This is an optimization exercise on Yosys and OpenROAD, whose aim is small area, a short achievable clock period and few clock cycles, not a production implementation. At most, simulation tests tie the RTL to the original design; equivalence was not proved. Only the layout flow was run in run 3; the RTL was not checked for function there. Power is estimated from default activity; no workload was simulated.

--- design.v ---
module mdfu_ser_rx (
    input  wire       clk,
    input  wire       rst,         
    input  wire       dir_rsp,     
    input  wire       in_valid,
    input  wire [7:0] in_byte,
    output wire       in_ready,
    output reg        res_valid,
    input  wire       res_ready,
    output reg  [3:0] res_kind,    
    output reg  [3:0] res_sub,     
    output wire [4:0] res_seq,
    output wire       res_flag,    
    output wire [7:0] res_code,    
    output wire [5:0] res_len,     
    input  wire [5:0] rd_addr,
    output wire [7:0] rd_data
);
    localparam CAP  = 64;          
    localparam DCAP = 60;          
    localparam [7:0] START = 8'h56;
    localparam [7:0] END   = 8'h9E;
    localparam [7:0] ESC   = 8'hCC;
    localparam [3:0] K_PKT      = 4'h0;
    localparam [3:0] K_CHECKSUM = 4'h1;
    localparam [3:0] K_BADCMD   = 4'h3;
    localparam [3:0] K_BADSTS   = 4'h4;
    localparam [3:0] K_FRAMING  = 4'h6;
    localparam [3:0] K_SHORT    = 4'h7;
    localparam [3:0] FE_BAD_ESCAPE = 4'h3;
    localparam [3:0] FE_TOO_SHORT  = 4'h4;
    localparam [3:0] FE_OVERFLOW   = 4'h6;
    reg        in_frame;
    reg        esc;         
    reg        bad;         
    reg  [6:0] rcnt;        
    reg  [2:0] hs;          
    reg  [5:0] dp;          
    reg  [7:0] b0, b1;      
    reg [15:0] sum;         
    reg  [4:0] seq;
    reg        flag;
    reg  [7:0] code;
    reg  [7:0] dbuf [0:DCAP-1];
    assign in_ready = !res_valid || res_ready;
    assign res_seq  = seq;
    assign res_flag = flag;
    assign res_code = code;
    assign res_len  = dp;
    wire [3:0] s1, s2, s3;
    rx_dec2 u_s1 (.a(rd_addr[1:0]), .y(s1));
    rx_dec2 u_s2 (.a(rd_addr[3:2]), .y(s2));
    rx_dec2 u_s3 (.a(rd_addr[5:4]), .y(s3));
    wire [7:0] lv1 [0:15];
    wire [7:0] lv2 [0:3];
    genvar gi;
    generate
        for (gi = 0; gi < 15; gi = gi + 1) begin : g_l1
            rx_sel4 u_l1 (.s(s1), .d0(dbuf[4*gi]), .d1(dbuf[4*gi+1]),
                          .d2(dbuf[4*gi+2]), .d3(dbuf[4*gi+3]), .y(lv1[gi]));
        end
        for (gi = 0; gi < 3; gi = gi + 1) begin : g_l2
            rx_sel4 u_l2 (.s(s2), .d0(lv1[4*gi]), .d1(lv1[4*gi+1]),
                          .d2(lv1[4*gi+2]), .d3(lv1[4*gi+3]), .y(lv2[gi]));
        end
    endgenerate
    rx_sel3 u_l2x (.s(s2[2:0]), .d0(lv1[12]), .d1(lv1[13]), .d2(lv1[14]), .y(lv2[3]));
    rx_sel4 u_l3 (.s(s3), .d0(lv2[0]), .d1(lv2[1]), .d2(lv2[2]), .d3(lv2[3]), .y(rd_data));
    wire take     = in_valid && in_ready;
    wire is_start = (in_byte == START);
    wire is_end   = (in_byte == END);
    wire is_esc   = (in_byte == ESC);
    wire pair_ok  = (in_byte == 8'hA9) || (in_byte == 8'h61) || (in_byte == 8'h33);
    wire body     = take && in_frame && !is_start && !is_end && (rcnt != CAP);
    wire overflow = take && in_frame && !is_start && !is_end && (rcnt == CAP);
    wire ubyte    = body && (esc ? pair_ok : !is_esc);
    wire [7:0] u  = esc ? ~in_byte : in_byte;
    wire        full = hs[2];                        
    wire        par  = full ? dp[0] : hs[0];         
    wire [15:0] sum_add = par ? {b1, 8'h00} : {8'h00, b1};
    wire csum_ok = (~sum == {b0, b1});
    wire code_ok = (code >= 8'h01) && (code <= 8'h05);
    always @(posedge clk) begin
        if (ubyte && full)
            dbuf[dp] <= b1;
    end
    always @(posedge clk) begin
        if (rst) begin
            in_frame  <= 1'b0;
            esc       <= 1'b0;
            bad       <= 1'b0;
            rcnt      <= 7'd0;
            hs        <= 3'd0;
            dp        <= 6'd0;
            sum       <= 16'd0;
            res_valid <= 1'b0;
            res_kind  <= 4'd0;
            res_sub   <= 4'd0;
        end else begin
            if (res_valid && res_ready)
                res_valid <= 1'b0;
            if (take && is_start) begin
                in_frame <= 1'b1;
                esc      <= 1'b0;
                bad      <= 1'b0;
                rcnt     <= 7'd0;
                hs       <= 3'd0;
                dp       <= 6'd0;
                sum      <= 16'd0;
            end else if (take && in_frame && is_end) begin
                in_frame  <= 1'b0;
                res_valid <= 1'b1;
                if (bad || esc) begin
                    res_kind <= K_FRAMING;
                    res_sub  <= FE_BAD_ESCAPE;
                end else if (hs < 3'd2) begin
                    res_kind <= K_FRAMING;
                    res_sub  <= FE_TOO_SHORT;
                end else if (!csum_ok) begin
                    res_kind <= K_CHECKSUM;
                    res_sub  <= 4'd0;
                end else if (!full) begin
                    res_kind <= K_SHORT;
                    res_sub  <= 4'd0;
                end else if (!code_ok) begin
                    res_kind <= dir_rsp ? K_BADSTS : K_BADCMD;
                    res_sub  <= 4'd0;
                end else begin
                    res_kind <= K_PKT;
                    res_sub  <= 4'd0;
                end
            end else if (overflow) begin
                in_frame  <= 1'b0;
                res_valid <= 1'b1;
                res_kind  <= K_FRAMING;
                res_sub   <= FE_OVERFLOW;
            end else if (body) begin
                rcnt <= rcnt + 7'd1;
                if (esc) begin
                    esc <= 1'b0;
                    if (!pair_ok)
                        bad <= 1'b1;
                end else if (is_esc) begin
                    esc <= 1'b1;
                end
                if (ubyte) begin
                    if (!full)
                        hs <= hs + 3'd1;
                    else
                        dp <= dp + 6'd1;
                    if (hs >= 3'd2)
                        sum <= sum + sum_add;
                end
            end
        end
    end
    always @(posedge clk) begin
        if (ubyte) begin
            b0 <= u;
            b1 <= b0;
            if (hs == 3'd2) begin
                seq  <= b1[4:0];
                flag <= dir_rsp ? b1[6] : b1[7];
            end
            if (hs == 3'd3)
                code <= b1;
        end
    end
endmodule
module rx_dec2 (
    input  wire [1:0] a,
    output wire [3:0] y
);
    assign y = 4'd1 << a;
endmodule
module rx_sel4 (
    input  wire [3:0] s,
    input  wire [7:0] d0, d1, d2, d3,
    output wire [7:0] y
);
    assign y = (d0 & {8{s[0]}}) | (d1 & {8{s[1]}}) | (d2 & {8{s[2]}}) | (d3 & {8{s[3]}});
endmodule
module rx_sel3 (
    input  wire [2:0] s,
    input  wire [7:0] d0, d1, d2,
    output wire [7:0] y
);
    assign y = (d0 & {8{s[0]}}) | (d1 & {8{s[1]}}) | (d2 & {8{s[2]}});
endmodule
--- flow/run.sh ---
#!/bin/bash
# Layout flow: the standard ORFS flow, with clock-tree synthesis told
# to build larger sink clusters from clkbuf_16 and not to add dummy loads,
# and port buffers started from the smallest buffer.
set -euo pipefail
export CTS_ARGS="-sink_clustering_enable -repair_clock_nets -sink_clustering_size 25 -sink_clustering_max_diameter 80 -buf_list sky130_fd_sc_hd__clkbuf_16 -dont_use_dummy_load"
export BUFFER_PORTS_ARGS="-buffer_cell sky130_fd_sc_hd__buf_1"
bash standard.sh > orfs_make.log 2>&1
--- standard.sh ---
#!/bin/bash
# synth_recipe.tcl (not shown) runs the flow's synth.tcl, then flattens the netlist and writes it again
# the make line also repeats each setting of config.mk as NAME=value (left out here)
make -C /OpenROAD-flow-scripts/flow DESIGN_CONFIG=/design/flow/config.mk WORK_HOME=/design/flow/orfs CLKGATE_MAP_FILE= SYNTH_SCRIPT=/design/flow/synth_recipe.tcl "${@:-finish}"
--- config.mk ---
export PLATFORM = sky130hd
export DESIGN_NAME = mdfu_ser_rx
export DESIGN_NICKNAME = mdfu_ser_rx
export VERILOG_FILES = /design/flow/design.v
export SDC_FILE = /design/flow/constraint.sdc
export NUM_CORES = 4
export LEC_CHECK = 0
export CAP_MARGIN = 20
export CORE_MARGIN = 2
export CORE_UTILIZATION = 40
export PLACE_DENSITY = 0.75
export SETUP_SLACK_MARGIN = 5
export SLEW_MARGIN = 20
export SYNTH_HIERARCHICAL = 1
export SYNTH_MINIMUM_KEEP_SIZE = 0
export TNS_END_PERCENT = 5
--- constraint.sdc ---
create_clock -name core_clock -period 10.0 [get_ports {clk}]
set_input_delay 2.0000 -clock core_clock [delete_from_list [all_inputs] [get_ports {clk}]]
set_output_delay 2.0000 -clock core_clock [all_outputs]
set_load 0.01 [all_outputs]
==> metrics.md, run 1 <==
| Metric | Value |
|---|---|
| Status | `timing/DRC/antenna clean` |
| Layout area overhead | `9.873%` |
| DR iter-0 viols | `1488` |
| LEAKAGE | `7.893 nW` |
| Core area | `0.05488 sq mm` |
| Synth top area cells | `edfxtp_1, a22oi_1, dfxtp_1` |
| Fraction of registers with async set/reset | `0%` |
| Number of diodes | `0` |
| IO buf count | `54` |
| Synth Area in XOR/XNOR | `1.825%` |
| Routed vias | `13.34k` |
| Syn avg cell area | `14.43 sq um` |
| Hold_buf cts | `0` |
| GR Util All Layers | `18.10%` |
| Vias per cell | `5.920` |
| Multiplexer share of the synthesized area | `0.1870%` |
| Die area | `0.05709 sq mm` |
| ANT nets after route | `0` |
| Pre-CTS WS | `3.224 ns` |
| HP Class | `reg2reg` |
| Simple-gate share of the synthesized area | `8.071%` |
| Post-detail-place hpwl | `29350 microns` |
| Clock power frac | `30.2%` |
| Top-area cell type share of the netlist area | `69.37%` |
| Number of flops mapped to enable cells by yosys | `510` |
| YS warnings | `7` |
| Final core occ | `44.20%` |
| Final worst slack | `4.168 ns` |
| Fmax | `171.5 MHz` |
| Max Cap Viol | `0` |
| Wire per inst | `23.57 microns` |
| RSZ-0062 raised after global routing | `true` |
| Post-synthesis instance area | `0.02208 sq mm` |
| CP endpoint | `rd_data[2]` |
| CP Max Fanout | `34` |
| WS Path Type | `in2out` |
| Fin nets | `1592` |
| Worst R2R End | `dbuf[29][0]$_DFFE_PP_` |
| Power Dens Cells | `158.5 mW/mm^2` |
| Largest family of logic cells by synthesized area | `compound AO/OA/AOI/OAI gates` |
| Sequential share of the synthesized area | `73.18%` |
| Clock tree sinks | `552` |
| Fill count | `4741` |
| Critical path depth in cells | `10` |
| Post-synth top cells | `edfxtp_1, a22oi_1, nand2_1` |
| Global-route wire length before repair | `78470 microns` |
| P_int | `3.049 mW` |
| Drt first pass iters | `6` |
| IO Pins | `57` |
| Worst flop-to-flop path startpoint | `rcnt[0]$_SDFFE_PP0P_` |
| CP Cell Sequence | `buf_12 > nor2b_4 > buf_12 > a22oi_2 > nand2_2 > a222oi_1 > inv_1 > a22oi_2 > nand2_1 > buf_2` |
| Clock Latency Late Sink | `0.63 ns` |
| Depth of the most critical reg-to-reg path | `9` |
| Switching pwr | `0.7955 mW` |
| Complex-gate fraction of the synthesized area | `12.89%` |
| Clk_skew | `0.1100 ns` |
| Total power | `3.845 mW` |
| Worst rel slew slack | `33.95%` |
| Crit. Startpoint | `rd_addr[1]` |
| Bufs and invs on worst path | `4` |
| Vias in the first global route | `12.93k` |
| Startpoint class of the critical path | `input port` |
| Placed Area | `0.02287 sq mm` |
| CTS clk-pin slew, worst paths | `0.08 ns` |
| Hold slack | `0.4765 ns` |
| Remaining Overflow, GRT | `0` |
| Adder-Cell Fraction of Synth Area | `1.224%` |
| Layout cells sized above 1 | `10.26%` |
| Maximum buffer depth of the clock tree | `3` |
| Fin area | `0.02426 sq mm` |
| Synth Flop Type | `edfxtp_1` |
| GPL Wtd Cong | `0.8425` |
| WL final | `53130 microns` |
| Cells after DPL | `2205` |
| Initial Utilization | `40.23%` |
| Sw frac | `20.69%` |
| Reg2reg setup slack | `6.19 ns` |
| Tmin final | `5.832 ns` |
| Final worst path period share | `58.32%` |
| Synth Instances | `1530` |
| CTS tree | `done` |
| Drc violations | `0` |
| Comb pwr share | `5.3%` |
| CP delay by family, top | `compound AO/OA/AOI/OAI gates` |
| Critical-path top delay cell | `a222oi_1` |
| Most numerous cell in the Yosys netlist | `edfxtp_1` |
| Root Driver | `clkbuf_16` |
| Req. time, crit path | `8.00 ns` |
| Rows | `86` |
| Reg power frac | `64.5%` |
| Post-synth top area cell | `edfxtp_1` |
| Final Hold Viols | `0` |
| Synthesis-stage register bit count | `552` |
| Worst Path Arrival | `3.83 ns` |
| Worst-Margin Slew | `0.9872 ns` |
| Initial antenna violation count | `1` |
| Final Max Slew Viols | `0` |
| Die X | `238.9 microns` |
| # H-tree levels | `1` |
| Crit end category | `output port` |
| Die H | `238.9 microns` |
| Cell Count, Final, Fillers Out | `2254` |
| Num CTS Buffers | `28` |
| Distinct cells, synth | `62` |
| Largest net degree at the start of global routing | `73` |
| CP peak stage delay | `0.51 ns` |
| Final setup vio count | `0` |
| Peak VDD IR | `0.0001566 V` |
| Fin Setup TNS | `0 ns` |
-- state kept, by name, summed over array words and instances (netlist names) --
name and flops:
b0 8, b1 8, bad 1, code 8
dbuf 480, dp 6, esc 1, flag 1
hs 3, in_frame 1, rcnt 7, res_kind 3
res_sub 3, res_valid 1, seq 5, sum 16
-- how the worst min path moves through the flow --
stage | depth (start not counted) | startpoint | endpoint
finish | 0 | b0[4]$_DFFE_PP_ | b1[4]$_DFFE_PP_
global route | 0 | b0[4]$_DFFE_PP_ | b1[4]$_DFFE_PP_
CTS | 0 | b0[4]$_DFFE_PP_ | b1[4]$_DFFE_PP_
detailed placement | 0 | b0[4]$_DFFE_PP_ | b1[4]$_DFFE_PP_
global placement | 0 | b0[6]$_DFFE_PP_ | b1[6]$_DFFE_PP_
floorplan | 0 | b0[0]$_DFFE_PP_ | b1[0]$_DFFE_PP_
-- worst reg2reg max path, cell delays in order, from the launching register on --
cell      delay, ns
dfxtp_1        0.39
inv_1          0.07
ha_1           0.20
or4b_1         0.17
nor3b_2        0.07
a211o_1        0.33
a211oi_4       0.21
buf_4          0.36
nand4_1        0.78
nor2_1         0.86
-- modules after synthesis (local to each module, per instance) --
module       copies in the design  cells  cell area [sq um]
rx_sel4                        19     28              170.2
mdfu_ser_rx                     1    968              18640
rx_dec2                         3      4              26.28
rx_sel3                         1     18              120.1
-- power by group through the flow --
stage	Clock, mW	Sequential, mW	Combinational, mW
after floorplan	0	2.53	0.115
after global placement	0	2.53	0.158
after detailed placement	0	2.53	0.161
after CTS	1.17	2.48	0.181
after global routing	1.25	2.48	0.216
final	1.16	2.48	0.204
-- layout make-up --
cell class,instances,area (sq um),area share (%)
multi-input combinational,863,5732,23.63
tap,704,880.8,3.631
sequential,552,16160,66.60
timing repair buffer,86,708.2,2.920
clock buffer,28,700.7,2.889
inverter,21,78.83,0.3250
-- cells by family after synthesis --
| logic type | count (synthesis) |
|---|---|
| buf+inv | 122 |
| simple gates | 391 |
| other cells | 1 |
| flops | 552 |
| fa+ha+maj | 21 |
| xor+xnor | 46 |
| compound gates | 393 |
| mux | 4 |
-- what timing repair did --
| item | CTS | global route |
|---|---|---|
| buffers inserted | 4 | 5 |
| resized for setup | 33 | 63 |
| cloned | 9 | 3 |
| setup endpoints to repair | 8 | 49 |
| pin swaps | 3 | 22 |
-- placed cells by master (no fill, tap or decap), types with 4 or more instances in the layout --
cell type	Yosys	layout
a211oi_1	8	8
a21oi_1	39	39
a222oi_1	8	8
a22oi_1	304	249
a22oi_2	0	55
and2_1	14	14
and2_4	0	4
buf_1	6	46
buf_12	0	7
buf_4	2	17
clkbuf_16	0	31
dfxtp_1	42	42
edfxtp_1	510	510
ha_1	20	20
inv_1	21	21
nand2_1	192	188
nand2_2	2	6
nand2b_1	6	6
nand3_1	10	10
nand3b_1	4	4
nand4_1	10	10
nor2_1	98	96
nor2b_1	13	11
nor3_1	6	6
o21ai_0	16	16
or3_1	5	5
xnor2_1	16	16
xor2_1	30	30
-- metal layers --
| metal | global-route usage, % | wire length (microns) |
|---|---|---|
| met1 | 23.57 | 20540 |
| met5 | 0 | 13 |
| met3 | 5.092 | 5768 |
| met2 | 29.05 | 25070 |
| met4 | 6.345 | 1736 |
Testbench counts, summed over its fixed seeds: cycles 31,403.
==> run 2: changes to the inputs <==
--- a/config.mk
+++ b/config.mk
@@ -7,7 +7,7 @@
 export LEC_CHECK = 0
 export CAP_MARGIN = 20
 export CORE_MARGIN = 2
-export CORE_UTILIZATION = 40
+export CORE_UTILIZATION = 55
 export PLACE_DENSITY = 0.75
 export SETUP_SLACK_MARGIN = 5
 export SLEW_MARGIN = 20
==> run 2 against run 1 <==
Net effect:
- global-route usage rose by 7.9 points
- cell area fell by 1.1%
- first-iteration DRC count rose by 23%
- count of clock-buffer cells in the layout fell by 2
- utilization rose by 16 points
- register-to-register slack improved by 0.02 ns
- cell count fell by 7.7%
- wire length rose by 2.5%
- synthesized cell count did not move
- worst setup slack got worse by 0.43 ns
- highest routed layer is now met4
==> metrics.md, run 2 <==
| Metric | Value |
|---|---|
| Cells after DPL | `2027 (was 2205)` |
| Max reg flops | `480 (unchanged)` |
| Biggest register | `dbuf (unchanged)` |
| Worst-Margin Slew | `1.040 ns (was 0.9872 ns)` |
| Max Cap Viol | `0 (unchanged)` |
| Clock tree sinks | `552 (unchanged)` |
| Status | `timing/DRC/antenna clean (unchanged)` |
| Fmax | `159.7 MHz (was 171.5 MHz)` |
| Drc violations | `0 (unchanged)` |
| Most numerous cell in the Yosys netlist | `edfxtp_1 (unchanged)` |
| Maximum buffer depth of the clock tree | `3 (unchanged)` |
| Largest net degree at the start of global routing | `66 (was 73)` |
| Tmin final | `6.262 ns (was 5.832 ns)` |
| Biggest regs | `dbuf x480, sum x16 (unchanged)` |
| Global-route wire length before repair | `81190 microns (was 78470 microns)` |
| Most common cell after layout, fill and taps aside | `edfxtp_1 (unchanged)` |
| Wire per inst | `26.19 microns (was 23.57 microns)` |
| Drt first pass iters | `9 (was 6)` |
| # H-tree levels | `1 (unchanged)` |
| Post-detail-place hpwl | `30220 microns (was 29350 microns)` |
| Remaining Overflow, GRT | `0 (unchanged)` |
| Fraction of registers with async set/reset | `0% (unchanged)` |
| DR iter-0 viols | `1832 (was 1488)` |
| Worst flop-to-flop path startpoint | `rcnt[0]$_SDFFE_PP0P_ (unchanged)` |
| Layout cells sized above 1 | `7.979% (was 10.26%)` |
| Fin nets | `1596 (was 1592)` |
| Pre-CTS WS | `3.218 ns (was 3.224 ns)` |
| CP Max Fanout | `7 (was 34)` |
| Post-synth top area cell | `edfxtp_1 (unchanged)` |
| Crit end category | `output port (unchanged)` |
| Most frequent cells in the layout | `edfxtp_1, a22oi_1, nand2_1, nor2_1, buf_1 (was edfxtp_1, a22oi_1, nand2_1, nor2_1, a22oi_2)` |
| Die area | `0.04176 sq mm (was 0.05709 sq mm)` |
| Multiplexer share of the synthesized area | `0.1870% (unchanged)` |
| Crit. Startpoint | `rd_addr[1] (unchanged)` |
| Top-area cell type share of the netlist area | `69.37% (unchanged)` |
| Worst R2R End | `dbuf[43][3]$_DFFE_PP_ (was dbuf[29][0]$_DFFE_PP_)` |
| HP Class | `reg2reg (unchanged)` |
| Final worst slack | `3.738 ns (was 4.168 ns)` |
| Complex-gate fraction of the synthesized area | `12.89% (unchanged)` |
| Root Driver | `clkbuf_16 (unchanged)` |
| Final Max Slew Viols | `0 (unchanged)` |
| WL final | `54480 microns (was 53130 microns)` |
| Simple-gate share of the synthesized area | `8.071% (unchanged)` |
| RSZ-0062 raised after global routing | `true (unchanged)` |
| Num CTS Buffers | `26 (was 28)` |
| Clock Latency Late Sink | `0.59 ns (was 0.63 ns)` |
| Largest family of logic cells by synthesized area | `compound AO/OA/AOI/OAI gates (unchanged)` |
| Final core occ | `60.53% (was 44.20%)` |
| Rows | `73 (was 86)` |
| Worst Path Arrival | `4.26 ns (was 3.83 ns)` |
| Worst rel slew slack | `30.55% (was 33.95%)` |
| Req. time, crit path | `8.00 ns (about the same)` |
| Hold slack | `0.4819 ns (was 0.4765 ns)` |
| LEAKAGE | `7.948 nW (was 7.893 nW)` |
| IO buf count | `54 (unchanged)` |
| Core area | `0.03964 sq mm (was 0.05488 sq mm)` |
| Initial Utilization | `55.69% (was 40.23%)` |
| Depth of the most critical reg-to-reg path | `9 (unchanged)` |
| Fin Setup TNS | `0 ns (unchanged)` |
| GPL Wtd Cong | `0.8704 (was 0.8425)` |
| Die X | `204.3 microns (was 238.9 microns)` |
| ANT nets after route | `0 (unchanged)` |
| Reg2reg setup slack | `6.21 ns (was 6.19 ns)` |
| Number of flops mapped to enable cells by yosys | `510 (unchanged)` |
| Power Dens Cells | `159.0 mW/mm^2 (was 158.5 mW/mm^2)` |
| Vias in the first global route | `13.12k (was 12.93k)` |
| CTS tree | `done (unchanged)` |
| Startpoint class of the critical path | `input port (unchanged)` |
| Final Hold Viols | `0 (unchanged)` |
| Syn avg cell area | `14.43 sq um (unchanged)` |
| Synth Area in XOR/XNOR | `1.825% (unchanged)` |
| Clk_skew | `0.04203 ns (was 0.1100 ns)` |
| WS Path Type | `in2out (unchanged)` |
| Post-synth top cells | `edfxtp_1, a22oi_1, nand2_1 (unchanged)` |
| Distinct cells, synth | `62 (unchanged)` |
| YS warnings | `7 (unchanged)` |
| Die H | `204.3 microns (was 238.9 microns)` |
| Initial antenna violation count | `0 (was 1)` |
| Synth Instances | `1530 (unchanged)` |
| Vias per cell | `6.518 (was 5.920)` |
| CP endpoint | `rd_data[7] (was rd_data[2])` |
| Peak VDD IR | `0.0001258 V (was 0.0001566 V)` |
| Synthesis-stage register bit count | `552 (unchanged)` |
| Synth top area cells | `edfxtp_1, a22oi_1, dfxtp_1 (unchanged)` |
| CTS clk-pin slew, worst paths | `0.10 ns (was 0.08 ns)` |
| Cell Count, Final, Fillers Out | `2080 (was 2254)` |
| IO Pins | `57 (unchanged)` |
| Synth Flop Type | `edfxtp_1 (unchanged)` |
| Post-synthesis instance area | `0.02208 sq mm (unchanged)` |
| Final setup vio count | `0 (unchanged)` |
| Sequential share of the synthesized area | `73.18% (unchanged)` |
| Adder-Cell Fraction of Synth Area | `1.224% (unchanged)` |
| Layout area overhead | `8.689% (was 9.873%)` |
| GR Util All Layers | `26.04% (was 18.10%)` |
| Routed vias | `13.56k (was 13.34k)` |
| Final worst path period share | `62.62% (was 58.32%)` |
run 2: cell counts after synthesis:
No cell type changed its count.
run 2: final cells by class:
type,instances,area (sq um)
Sequential cell,552,16160
Fill cell,2931,15650
Multi-Input combinational cell,861,5540
Timing Repair Buffer,94,909.6
Tap cell,525,656.9
Clock buffer,26,650.6
Inverter,21,78.83
Antenna cell,1,2.502
run 2: through the flow:
stage               cell area [sq um]  total power, mW
global placement                22650            2.693
floorplan                       22170            2.648
global route                    23990            3.899
CTS                             23900            3.807
detailed placement              22670            2.695
finish                          23990            3.816
run 2: how the worst min path moves through the flow:
stage                                         from                  endpoint  depth (start not counted)
after floorplan                    b0[0]$_DFFE_PP_           b1[0]$_DFFE_PP_                          0
after global placement    res_kind[0]$_SDFFE_PP0P_  res_kind[0]$_SDFFE_PP0P_                          2
after detailed placement           b0[6]$_DFFE_PP_           b1[6]$_DFFE_PP_                          0
after CTS                 res_kind[0]$_SDFFE_PP0P_  res_kind[0]$_SDFFE_PP0P_                          2
after global routing               b0[4]$_DFFE_PP_           b1[4]$_DFFE_PP_                          0
final                     res_kind[0]$_SDFFE_PP0P_  res_kind[0]$_SDFFE_PP0P_                          2
run 2: critical path, cell delays in order:
cell and delay (ns):
buf_12 0.12, nor2b_4 0.18, buf_12 0.16, buf_4 0.15, buf_4 0.13, a22oi_1 0.22, nand2_1 0.11, a222oi_1 0.52
inv_1 0.17, a22oi_1 0.20, nand2_1 0.14, buf_1 0.15
run 2: per-module statistics from Yosys (local to each module, per instance):
module	cells	copies in the design	area [sq um]
rx_sel3	18	1	120.1
rx_dec2	4	3	26.28
rx_sel4	28	19	170.2
mdfu_ser_rx	968	1	18640
run 2: cells by family after synthesis:
family / count (synthesis)
muxes: 4
other: 1
AOI/OAI and AO/OA: 393
buffers and inverters: 122
and+or+nand+nor: 391
DFF: 552
xor gates and xnor gates: 46
adders and majority gates: 21
run 2: where the power goes:
group	internal, mW	switching, mW
Combinational	0.0772	0.134
Sequential	2.48	0.0000848
Clock	0.464	0.661
Total	3.02	0.795
run 2: repair_timing:
action                                  4_1_cts  5_1_grt
gates resized for setup                      36       22
endpoints found under the setup margin        8       62
pin swaps                                    10        9
hold buffers                                  0        0
gates cloned                                 14        0
setup buffers                                 9        3
run 2: routing by layer:
metal / part of all wire, % / track usage (%) / up-vias
li1: - / - / 5913
met1: 37 / 34.86 / 6668
met2: 47 / 41.63 / 828
met3: 11 / 5.740 / 148
met4: 4.3 / 10.64 / 0
met5: 0 / 0 / -
==> run 3: changes to the inputs <==
--- a/design.v
+++ b/design.v
@@ -185,5 +185,20 @@
     input  wire [7:0] d0, d1, d2,
     output wire [7:0] y
 );
-    assign y = (d0 & {8{s[0]}}) | (d1 & {8{s[1]}}) | (d2 & {8{s[2]}});
-endmodule
+    wire [7:0] n01, n2;
+    rx_aoi22 u_a (.a1(d0), .a2({8{s[0]}}), .b1(d1), .b2({8{s[1]}}), .y(n01));
+    rx_nand2 u_b (.a(d2), .b({8{s[2]}}), .y(n2));
+    rx_nand2 u_c (.a(n01), .b(n2), .y(y));
+endmodule
+module rx_aoi22 (
+    input  wire [7:0] a1, a2, b1, b2,
+    output wire [7:0] y
+);
+    assign y = ~((a1 & a2) | (b1 & b2));
+endmodule
+module rx_nand2 (
+    input  wire [7:0] a, b,
+    output wire [7:0] y
+);
+    assign y = ~(a & b);
+endmodule
--- a/config.mk
+++ b/config.mk
@@ -7,7 +7,7 @@
 export LEC_CHECK = 0
 export CAP_MARGIN = 20
 export CORE_MARGIN = 2
-export CORE_UTILIZATION = 55
+export CORE_UTILIZATION = 40
 export PLACE_DENSITY = 0.75
 export SETUP_SLACK_MARGIN = 5
 export SLEW_MARGIN = 20
==> run 3 against run 2 <==
Net effect:
- cell count up 8.6%
- power grew 0.59%
- sequential power hardly changed
- flip-flop and latch count stayed put
- worst setup slack better by 0.47 ns
- count of clock-buffer cells in the layout increased by 1
- global-route usage shrank 7.6 points
- maximum frequency rose by 8.1%
- non-clock buffer count is 9 lower
==> metrics.md, run 3 <==
| Metric | Value |
|---|---|
| Clk_skew | `0.08580 ns (was 0.04203 ns)` |
| GR Util All Layers | `18.46% (was 26.04%)` |
| Clock Latency Late Sink | `0.62 ns (was 0.59 ns)` |
| Root Driver | `clkbuf_16 (unchanged)` |
| Sw frac | `20.87% (was 20.83%)` |
| Distinct cells, synth | `62 (unchanged)` |
| Synth Instances | `1536 (was 1530)` |
| CP Max Fanout | `8 (was 7)` |
| Layout area overhead | `10.52% (was 8.689%)` |
| Fraction of registers with async set/reset | `0% (unchanged)` |
| Depth of the most critical reg-to-reg path | `9 (unchanged)` |
| Core area | `0.05488 sq mm (was 0.03964 sq mm)` |
| WS Path Type | `in2out (unchanged)` |
| Post-detail-place hpwl | `30340 microns (was 30220 microns)` |
| Worst Path Arrival | `3.79 ns (was 4.26 ns)` |
| Layout cells sized above 1 | `12.36% (was 7.979%)` |
| Synth Flop Type | `edfxtp_1 (unchanged)` |
| Tmin final | `5.791 ns (was 6.262 ns)` |
| IO buf count | `54 (unchanged)` |
| IO Pins | `57 (unchanged)` |
| Clock power frac | `29.9% (was 29.5%)` |
| Post-synthesis instance area | `0.02212 sq mm (was 0.02208 sq mm)` |
| Initial Utilization | `40.30% (was 55.69%)` |
| CTS clk-pin slew, worst paths | `0.09 ns (was 0.10 ns)` |
| Sequential share of the synthesized area | `73.05% (was 73.18%)` |
| Final Max Slew Viols | `0 (unchanged)` |
| Reg power frac | `64.6% (was 65.0%)` |
| Routed vias | `13.36k (was 13.56k)` |
| Drc violations | `0 (unchanged)` |
| WL final | `54100 microns (was 54480 microns)` |
| Max reg flops | `480 (unchanged)` |
| Power Dens Cells | `157.0 mW/mm^2 (was 159.0 mW/mm^2)` |
| Biggest register | `dbuf (unchanged)` |
| Final worst path period share | `57.91% (was 62.62%)` |
| Hold_buf cts | `0 (unchanged)` |
| # H-tree levels | `1 (unchanged)` |
| DR iter-0 viols | `1626 (was 1832)` |
| Wire per inst | `23.95 microns (was 26.19 microns)` |
| Fin Setup TNS | `0 ns (unchanged)` |
| Hold path depth | `0 (was 2)` |
| Fin nets | `1596 (unchanged)` |
| Post-synth top cells | `edfxtp_1, a22oi_1, nand2_1 (unchanged)` |
| Startpoint class of the critical path | `input port (unchanged)` |
| Worst rel slew slack | `38.07% (was 30.55%)` |
| Die X | `239.1 microns (was 204.3 microns)` |
| Placed Area | `0.02309 sq mm (was 0.02267 sq mm)` |
| Die area | `0.05719 sq mm (was 0.04176 sq mm)` |
| HP Class | `reg2reg (unchanged)` |
| GPL Wtd Cong | `0.8646 (was 0.8704)` |
| Worst R2R End | `dbuf[5][4]$_DFFE_PP_ (was dbuf[43][3]$_DFFE_PP_)` |
| Rows | `86 (was 73)` |
| ANT nets after route | `0 (unchanged)` |
| RSZ-0062 raised after global routing | `true (unchanged)` |
| Final setup vio count | `0 (unchanged)` |
| Switching pwr | `0.8012 mW (was 0.7949 mW)` |
| Synth top area cells | `edfxtp_1, a22oi_1, dfxtp_1 (unchanged)` |
| Status | `timing/DRC/antenna clean (unchanged)` |
| YS warnings | `7 (unchanged)` |
| Num CTS Buffers | `27 (was 26)` |
| CTS tree | `done (unchanged)` |
| LEAKAGE | `7.884 nW (was 7.948 nW)` |
| Req. time, crit path | `8.00 ns (about the same)` |
| Most numerous cell in the Yosys netlist | `edfxtp_1 (unchanged)` |
| Most common cell after layout, fill and taps aside | `edfxtp_1 (unchanged)` |
| Reg2reg setup slack | `6.29 ns (was 6.21 ns)` |
| Peak VDD IR | `0.0001336 V (was 0.0001258 V)` |
| Global-route wire length before repair | `79860 microns (was 81190 microns)` |
| Biggest regs | `dbuf x480, sum x16 (unchanged)` |
| Max Cap Viol | `0 (unchanged)` |
| Synthesis-stage register bit count | `552 (unchanged)` |
| Largest net degree at the start of global routing | `66 (unchanged)` |
| Fmax | `172.7 MHz (was 159.7 MHz)` |
| Fin area | `0.02444 sq mm (was 0.02399 sq mm)` |
| Remaining Overflow, GRT | `0 (unchanged)` |
| Initial antenna violation count | `1 (was 0)` |
| Post-synth top area cell | `edfxtp_1 (unchanged)` |
| Drt first pass iters | `6 (was 9)` |
| Worst-Margin Slew | `0.9255 ns (was 1.040 ns)` |
| Crit end category | `output port (unchanged)` |
| Number of flops mapped to enable cells by yosys | `510 (unchanged)` |
| HP Start | `b0[6]$_DFFE_PP_ (was res_kind[0]$_SDFFE_PP0P_)` |
| Hold EP | `b1[6]$_DFFE_PP_ (was res_kind[0]$_SDFFE_PP0P_)` |
| Worst flop-to-flop path startpoint | `rcnt[0]$_SDFFE_PP0P_ (unchanged)` |
| Vias per cell | `5.913 (was 6.518)` |
| Syn avg cell area | `14.40 sq um (was 14.43 sq um)` |
| Most frequent cells in the layout | `edfxtp_1, a22oi_1, nand2_1, nor2_1, a22oi_2 (was edfxtp_1, a22oi_1, nand2_1, nor2_1, buf_1)` |
| Comb pwr share | `5.5% (about the same)` |
| Maximum buffer depth of the clock tree | `3 (unchanged)` |
| Die H | `239.1 microns (was 204.3 microns)` |
| Clock tree sinks | `552 (unchanged)` |
| Final Hold Viols | `0 (unchanged)` |
| Top-area cell type share of the netlist area | `69.25% (was 69.37%)` |
| Vias in the first global route | `12.94k (was 13.12k)` |
| P_int | `3.037 mW (was 3.021 mW)` |
-- run 3: metrics by stage --
stage               utilization [%]  power, mW  std cells  hold slack (ns)  setup WS, ns
floorplan                         -      2.655       1537           0.4473         4.957
global placement              42.08      2.698       2215           0.4557         3.332
detailed placement            42.08      2.700       2215           0.4586         3.278
CTS                           44.15      3.834       2254           0.4761         4.268
global route                  44.54      3.930       2258           0.4816         4.214
finish                        44.54      3.838       2259           0.4701         4.209
-- run 3: logic make-up after synthesis --
group	synth area share, %
XOR/XNOR	1.822
AND/OR/NAND/NOR	8.328
adder cells (fa/ha/maj)	1.222
AO/OA/AOI/OAI	12.96
buffers and inverters	2.416
flip-flops	73.05
multiplexers	0.1867
other	0.01696
-- run 3: cell type report --
| type | instances | area [sq um] |
|---|---|---|
| sequential | 552 | 16160 |
| fill | 4693 | 30430 |
| antenna | 1 | 2.502 |
| timing repair buffer | 85 | 758.2 |
| multi-input combinational | 877 | 5922 |
| inverter | 13 | 48.80 |
| clock buffer | 27 | 675.6 |
| tap | 704 | 880.8 |
-- run 3: worst max-delay path by stage --
stage	cells after the start	slack (ns)	from	to
final	10	4.21	rd_addr[1]	rd_data[3]
after floorplan	8	4.96	rd_addr[1]	rd_data[0]
after CTS	10	4.27	rd_addr[0]	rd_data[7]
after global placement	11	3.33	rd_addr[0]	rd_data[1]
after detailed placement	10	3.28	rd_addr[0]	rd_data[6]
after global routing	11	4.21	rd_addr[1]	rd_data[4]
-- run 3: per-module statistics from Yosys (local to each module, per instance), excerpt --
module / flip-flops and latches / cells
mdfu_ser_rx: 552 / 968
rx_dec2: 0 / 4
rx_sel4: 0 / 28
rx_aoi22: 0 / 8
rx_nand2: 0 / 8
-- run 3: power by group through the flow --
stage	combinational (mW)	clock, mW	sequential, mW
6_report	0.212	1.15	2.48
5_1_grt	0.224	1.23	2.48
4_1_cts	0.197	1.16	2.48
3_5_place_dp	0.167	0	2.53
3_3_place_gp	0.165	0	2.53
2_1_floorplan	0.122	0	2.53
-- run 3: what timing repair did --
action | CTS | global route
setup buffers | 3 | 0
endpoints found under the setup margin | 8 | 8
pin swaps | 10 | 28
cloned | 9 | 3
gates resized for setup | 65 | 34
hold endpoints to repair | 0 | 0
-- run 3: critical path, stage by stage --
cell       delay [ns]
buf_12           0.13
and2b_4          0.30
clkbuf_16        0.21
a22oi_1          0.17
nand2_1          0.10
a22oi_1          0.28
nand2_1          0.12
a22oi_2          0.17
nand2_1          0.14
buf_1            0.15
-- run 3: metal layers --
layer | track usage [%] | wire length, microns | vias to the layer above
met2 | 29.55 | 25810 | 694
li1 | - | - | 5906
met5 | 0 | 0 | -
met4 | 6.269 | 1557 | 0
met1 | 25.02 | 21630 | 6664
met3 | 3.984 | 5105 | 93

afterwards: timing with drivers on the ports:
How much do the figures lean on ideal ports? The routed layouts below were timed once more, with nothing changed but the port constraints. Step 1, drivers: a clkbuf_16 drives clk and a buf_2 each remaining input, both assumed. Step 2, shift: input delay + t, output delay - t, t = (earliest + latest rising clock arrival at the registers) / 2. This alone moves slack from input paths to output paths. Slacks: ideal ports / drivers / drivers and shift; pairs: ideal ports / drivers.
| run | shift t [ns] | setup slack, ns | hold slack, ns |
|---|---|---|---|
| run 1 | 0.626 | 4.168 / 4.049 / 4.049 | 0.476 / 0.476 / 0.476 |
| run 2 | 0.627 | 3.738 / 3.688 / 3.688 | 0.482 / 0.482 / 0.482 |
| run 3 | 0.625 | 4.209 / 4.149 / 4.149 | 0.470 / 0.470 / 0.470 |
After both steps every run listed still meets setup and hold. For run 1, which loses most, drivers alone change the setup slack by -0.119 ns; drivers and shift together by -0.119 ns.
